Source: an optimization exercise on an open RTL-to-GDS flow (aim: small area, a short achievable clock period and few clock cycles). Production flows keep margins and buffers that such runs may drop.
Function was checked by simulation only, so behaviour that the tests miss may differ from the original.
Power is estimated from default activity; no workload was simulated.

==> design/flow/design.v <==
module sq_bitpack (
    input  wire        clk,
    input  wire        rst,
    input  wire        in_valid,
    output wire        in_ready,
    input  wire [1:0]  in_op,
    input  wire [4:0]  in_w,        
    input  wire [31:0] in_a,
    output reg         out_valid,
    output reg  [31:0] out_data,
    output reg  [3:0]  out_err
);
    localparam OP_PACK = 2'd0, OP_UNPACK = 2'd1, OP_PTR = 2'd2, OP_RDBUF = 2'd3;
    localparam ERR_NONE = 4'h0, ERR_PACK_CODE = 4'h9, ERR_OVERFLOW = 4'hA,
               ERR_UNDERRUN = 4'hB;
    assign in_ready = 1'b1;
    reg        v_q;
    reg [1:0]  op_q;
    reg [4:0]  w_q;
    reg [31:0] a_q;
    always @(posedge clk) begin
        if (rst) v_q <= 1'b0;
        else     v_q <= in_valid;
        op_q <= in_op;
        w_q  <= in_w;
        a_q  <= in_a;
    end
    reg [255:0] pbuf;
    reg [8:0]   wptr;        
    reg [8:0]   rptr;        
    wire is_pack   = v_q & (op_q == OP_PACK);
    wire is_unpack = v_q & (op_q == OP_UNPACK);
    wire is_ptr    = v_q & (op_q == OP_PTR);
    wire is_rdbuf  = (op_q == OP_RDBUF);
    wire [5:0] w = {1'b0, w_q} + 6'd1;
    reg code_bad;
    integer j;
    always @(*) begin
        code_bad = 1'b0;
        for (j = 1; j < 32; j = j + 1)
            if (a_q[j] && (j > w_q)) code_bad = 1'b1;
    end
    wire [9:0] wnew = {1'b0, wptr} + {4'd0, w};
    wire       ovf  = wnew > 10'd256;
    wire [9:0] rnew = {1'b0, rptr} + {4'd0, w};
    wire       und  = rnew > {1'b0, wptr};
    wire pack_ok   = is_pack & ~code_bad & ~ovf;
    wire unpack_ok = is_unpack & ~und;
    wire [4:0] p = wptr[4:0];
    wire [2:0] f = wptr[7:5];
    wire [63:0] a2  = {a_q, a_q} << p;
    wire [31:0] rot = a2[63:32];                  
    wire [6:0]  qsum = {2'b0, p} + {1'b0, w} + 7'd7;
    wire [3:0]  qb = qsum[6:3];                   
    reg [31:0] ge_p;
    reg [7:0]  ltb;
    integer b;
    always @(*) begin
        for (j = 0; j < 32; j = j + 1) ge_p[j] = (j >= p);
        for (b = 0; b < 8; b = b + 1)  ltb[b]  = (b < qb);
    end
    reg [31:0] e_first, e_second;
    always @(*) begin
        for (j = 0; j < 32; j = j + 1) begin
            e_first[j]  = ge_p[j] & ltb[j >> 3];
            e_second[j] = ltb[4 + (j >> 3)];
        end
    end
    wire [31:0] d_first  = rot;
    wire [31:0] d_second = rot & ~ge_p;
    wire [31:0] e_even = rst ? 32'hFFFFFFFF : (f[0] ? e_second : e_first);
    wire [31:0] e_odd  = rst ? 32'hFFFFFFFF : (f[0] ? e_first  : e_second);
    wire [31:0] d_even = rst ? 32'd0        : (f[0] ? d_second : d_first);
    wire [31:0] d_odd  = rst ? 32'd0        : (f[0] ? d_first  : d_second);
    wire [2:0] f1 = f + 3'd1;
    reg  [7:0] wsel;
    integer i;
    always @(*) begin
        for (i = 0; i < 8; i = i + 1)
            wsel[i] = rst | (pack_ok & ((f == i) | ((f1 == i) & (f != 3'd7))));
    end
    integer k;
    always @(posedge clk) begin
        for (k = 0; k < 256; k = k + 1) begin
            if (((k >> 5) & 1) == 0) begin
                if (wsel[k >> 5] & e_even[k & 31]) pbuf[k] <= d_even[k & 31];
            end else begin
                if (wsel[k >> 5] & e_odd[k & 31])  pbuf[k] <= d_odd[k & 31];
            end
        end
    end
    wire [2:0]  ra  = is_rdbuf ? a_q[2:0] : rptr[7:5];
    wire [2:0]  ra1 = rptr[7:5] + 3'd1;
    wire [31:0] w0  = pbuf[{ra, 5'd0} +: 32];
    wire [31:0] w1  = pbuf[{ra1, 5'd0} +: 32];
    wire [4:0]  sh  = is_rdbuf ? 5'd0 : rptr[4:0];
    wire [63:0] fun = {w1, w0} >> sh;
    reg  [31:0] wmask;
    always @(*) for (j = 0; j < 32; j = j + 1) wmask[j] = (j <= w_q);
    wire [31:0] code_rd = fun[31:0] & wmask;
    always @(posedge clk) begin
        if (rst) begin
            wptr      <= 9'd0;
            rptr      <= 9'd0;
            out_valid <= 1'b0;
        end else begin
            out_valid <= v_q;
            if (pack_ok)
                wptr <= wnew[8:0];
            else if (is_ptr & a_q[0])
                wptr <= 9'd0;
            if (unpack_ok)
                rptr <= rnew[8:0];
            else if (is_ptr & a_q[1])
                rptr <= 9'd0;
        end
        out_err <= ERR_NONE;
        case (op_q)
        OP_PACK: begin
            if (code_bad) begin
                out_err  <= ERR_PACK_CODE;
                out_data <= a_q;
            end else if (ovf) begin
                out_err  <= ERR_OVERFLOW;
                out_data <= {23'd0, wptr};
            end else begin
                out_data <= {22'd0, wnew};
            end
        end
        OP_UNPACK: begin
            if (und) begin
                out_err  <= ERR_UNDERRUN;
                out_data <= {23'd0, rptr};
            end else begin
                out_data <= code_rd;
            end
        end
        OP_PTR:  out_data <= {7'd0, rptr, 7'd0, wptr};
        default: out_data <= fun[31:0];
        endcase
    end
endmodule
==> design/flow/run.sh <==
#!/bin/bash
# synth_recipe.tcl (not shown) runs the flow's synth.tcl, then flattens the netlist and writes it again
# the make line also repeats each setting of config.mk as NAME=value (left out here)
make -C /OpenROAD-flow-scripts/flow DESIGN_CONFIG=/design/flow/config.mk WORK_HOME=/design/flow/orfs CLKGATE_MAP_FILE= SYNTH_SCRIPT=/design/flow/synth_recipe.tcl finish
==> design/flow/config.mk <==
export PLATFORM = sky130hd
export DESIGN_NAME = sq_bitpack
export DESIGN_NICKNAME = sq_bitpack
export VERILOG_FILES = /design/flow/design.v
export SDC_FILE = /design/flow/constraint.sdc
export NUM_CORES = 4
export LEC_CHECK = 0
export CAP_MARGIN = 20
export CORE_MARGIN = 2
export CORE_UTILIZATION = 25
export SLEW_MARGIN = 20
==> design/flow/constraint.sdc <==
create_clock -name core_clock -period 10.0 [get_ports {clk}]
set_input_delay 2.0000 -clock core_clock [delete_from_list [all_inputs] [get_ports {clk}]]
set_output_delay 2.0000 -clock core_clock [all_outputs]
set_load 0.01 [all_outputs]
==> impl_results.md <==
- Area of the die: roughly 110000 µm²
- Hold path depth: 2
- Worst Path Required: roughly 10000 ps
- NetSw: 1.306 mW
- CTS Hold Bufs: 0
- Cell area after synthesis: 26920 µm²
- Vias in the first global route: approximately 23000
- Core Footprint: 106900 µm²
- Logic gate share of total power: 0.201
- R2R cell count: 15
- Most used DFF post-synth: edfxtp_1
- Post-synthesis sequential area ratio: 0.3555
- CTS sink cnt: 350
- CTS clock-pin slew for the worst setup and hold paths: approximately 60 ps
- Largest net degree at the start of global routing: about 70
- Setup violators final: 0
- CP Data Arrival Time: about 6300 ps
- Drt pass-1 iters: 6
- Post-CTS Setup Inserts: 0
- Ports: 80
- Grt met1 use: 0.2453
- Global-route wire length before repair: approximately 160000 µm
- Post-CTS sizing: 0
- WL/cell: 25.93 µm
- P_int: around 2.9 mW
- Asr flop ratio synth: 0
- Cell taking the most area after synthesis: edfxtp_1
- Final Hold Fails: 0
- DRC viols: 0
- Sum Neg Setup Slack: 0 ps
- Routability cong.: around 1.0
- Synth warn: 1
- Yosys cell types: a little over 90
- Register area: about 9600 µm²
- Relative slew slack: 0.1904
- Final net count: between 2000 and 3000
- Met2 Use GR: 0.3003
- Number of H-tree levels: 2
- Worst skew pair latency: 610 ps
- Top Usage Layer GRT: met2
- Fmax: around 170 MHz
- CTS root buffer: clkbuf_16
- Multi-input logic area: ~16000 µm²
- Number of synthesized flops with an enable pin: between 200 and 300
- Final HPWL DP: approximately 77000 µm
- Syn Area/Cell: about 9.3 µm²
- Grt ovf: 0
- Initial core utilization: 0.2518
- Layout cells sized above 1: 0.1227
- Hold_ws: ~620 ps
- Met3 Use GR: 0.04776
- Final Slew Violations: 0
- Peak VDD IR: around 0.12 mV
- Buffers on Ports: between 70 and 80
- Fill count: between 10000 and 15000
- 1st-iter DRT viols: 3685
- Period Utilization, post-route: 0.5975
- Syn Inst Count: slightly below 3000
- Crit path max fanout: 33
- Critical path type: flop to flop
- Synth area leaders: edfxtp_1 29%, mux2i_1 12%, mux4_2 9.2%
- Synthesized flop and latch total: 350
- Unrepaired setup endpoints after global routing: no
- Hold path start: wptr[8]
- R2r startpoint: w_q[0]
- Total of max-cap violations: 0
- Routed wire length: about 110000 µm
- Most instantiated library cell after synthesis: nor2_1
- Share of the synthesized area in the top cell type: 0.2856
- Worst r2r dst: pbuf[210]
- Synth cell count leaders: 528 x nor2_1, 329 x mux2i_1, 256 x edfxtp_1
- CTS tree: built
- Clock skew: between 20 and 30 ps
- Hold Crit Class: flop to flop
- Vias: around 25000
- Total leakage power: between 10 and 15 nW
- Clk pwr share: 0.382
- Cell Rows: 120
- Via density: approximately 5.8
- Die Y: around 330 µm
- Post-Syn Nets: 2964
- PD cells: between 100 and 150 nW/µm²
- Worst slew pin tran: between 1000 and 1500 ps
- Endpoint, Worst Hold: wptr[8]
- Die W: between 300 and 400 µm
- Overall Global Routing Usage: 0.1912
- Minimum clock period: roughly 6000 ps
- Initial antenna violation count: 3
- ANT nets after route: 0
- Clock buffer depth: 3
- Num CTS Buffers: between 40 and 50
- Endpoint class of the critical path: flop
- CP Launch Type: flop
- FF-to-FF setup slack: 4020 ps
- Layout overhead on the synthesized area: 12.75%
- Status: no timing/DRC/antenna violations
- Sw Share: 0.3083
- Sequential power share: 0.417
state kept, by name, indices dropped and copies added (netlist names):
signal     count
a_q           32
out_data      32
out_err        3
w_q            5
op_q           2
v_q            1
out_valid      1
pbuf         256
rptr           9
wptr           9
final cells by class:
| cell class | instances | share of cell area |
|---|---|---|
| antenna | 2 | 0.0001649 |
| clock buffer | 54 | 0.03900 |
| clock inverter | 21 | 0.008863 |
| inverter | 36 | 0.004452 |
| multi-input combinational | 2248 | 0.5344 |
| sequential | 350 | 0.3156 |
| tap | 1403 | 0.05784 |
| timing repair buffer | 135 | 0.03966 |
power by group through the flow:
stage               registers (mW)  logic [mW]  clock network (mW)
floorplan                     1.75       0.530                   0
global placement              1.79       0.814                   0
detailed placement            1.79       0.821                   0
CTS                           1.76       0.825                1.64
global route                  1.77       0.900                1.69
finish                        1.77       0.851                1.62
how the worst max path moves through the flow:
stage,from,endpoint,slack (ps),depth (start not counted)
3_3_place_gp,w_q[0],pbuf[214],4430,15
5_1_grt,w_q[0],out_data[5],3700,20
4_1_cts,w_q[0],pbuf[219],4190,15
6_report,w_q[0],pbuf[210],4020,15
3_5_place_dp,w_q[0],pbuf[219],4200,15
2_1_floorplan,w_q[0],out_data[8],5710,24
cells by family (layout without fill, tap and decap cells):
family	count (synthesis)	count (layout)	synth area share
buffers and inverters	285	246	0.04834
AO/OA/AOI/OAI	693	693	0.1757
XOR/XNOR	16	16	0.005485
AND/OR/NAND/NOR	1018	1018	0.1642
adder cells (fa/ha/maj)	39	39	0.01896
other	2	4	0.0002790
flip-flops	350	350	0.3555
multiplexers	480	480	0.2315
cells in the final DEF (no fill, tap or decap), types with 42 or more instances in the layout:
master,synthesis,final
nor3_1,68,67
a21oi_1,187,185
edfxtp_1,256,256
o21ai_0,110,109
nand3_1,49,49
o32ai_1,42,42
clkdlybuf4s50_1,0,76
mux2i_1,329,329
buf_4,27,58
dfxtp_1,94,89
nor2_1,528,525
a211oi_1,53,53
nand2_1,212,211
clkbuf_16,0,45
mux4_2,110,110
worst max-delay path, cell delays in order (launching register included):
cell and delay (ps):
dfxtp_1 770, inv_1 280, ha_1 430, inv_1 130, fa_1 450, nor2b_1 210
o31ai_1 140, a211oi_1 480, and2_1 250, a21o_1 280, a211oi_2 100, buf_4 240
a31oi_4 180, buf_4 530, o21a_2 1040, nor2_1 130
routing by layer:
layer  share of wire  up-vias
met2            0.45     1659
met4           0.055        4
met1            0.38    12070
li1                -    10680
met3            0.12      308
met5         0.00024        -
per-stage QoR:
| step | setup slack (ps) | instances | util | total power, mW | instance area [µm²] |
|---|---|---|---|---|---|
| 3_5_place_dp | 4203 | 4171 | 0.2701 | 2.612 | 28870 |
| 2_1_floorplan | 5711 | 2883 | - | 2.280 | 26920 |
| 6_report | 4025 | 4249 | 0.2839 | 4.236 | 30350 |
| 5_1_grt | 3698 | 4247 | 0.2839 | 4.366 | 30350 |
| 3_3_place_gp | 4427 | 4171 | 0.2700 | 2.601 | 28870 |
| 4_1_cts | 4185 | 4246 | 0.2837 | 4.225 | 30330 |
Testbench counts, summed over its fixed seeds: cycles 32,008.

[static timing again, ports no longer ideal]
How much do the figures lean on ideal ports? The routed layout below was timed once more, with nothing changed but the port constraints. Step 1 sets driving cells, clkbuf_16 on the clock port and buf_2 on the other inputs (assumed; they add their load-dependent delay and slew). Step 2 adds t to the input delays and takes it off the output delays; t is the mean of the earliest and latest rising clock arrival at the registers after step 1. Input paths then give back, and output paths get back, about the clock's delay inside the block. Slacks: ideal / step 1 / step 2; pairs: ideal / step 1.
t, ns: 0.659
slack for setup (ns): 4.025 / 4.025 / 4.025
worst hold slack (ns): 0.616 / 0.616 / 0.616
After both steps setup and hold are still met in this run. For this run, drivers alone change the setup slack by 0.000 ns; drivers and shift together by 0.000 ns.
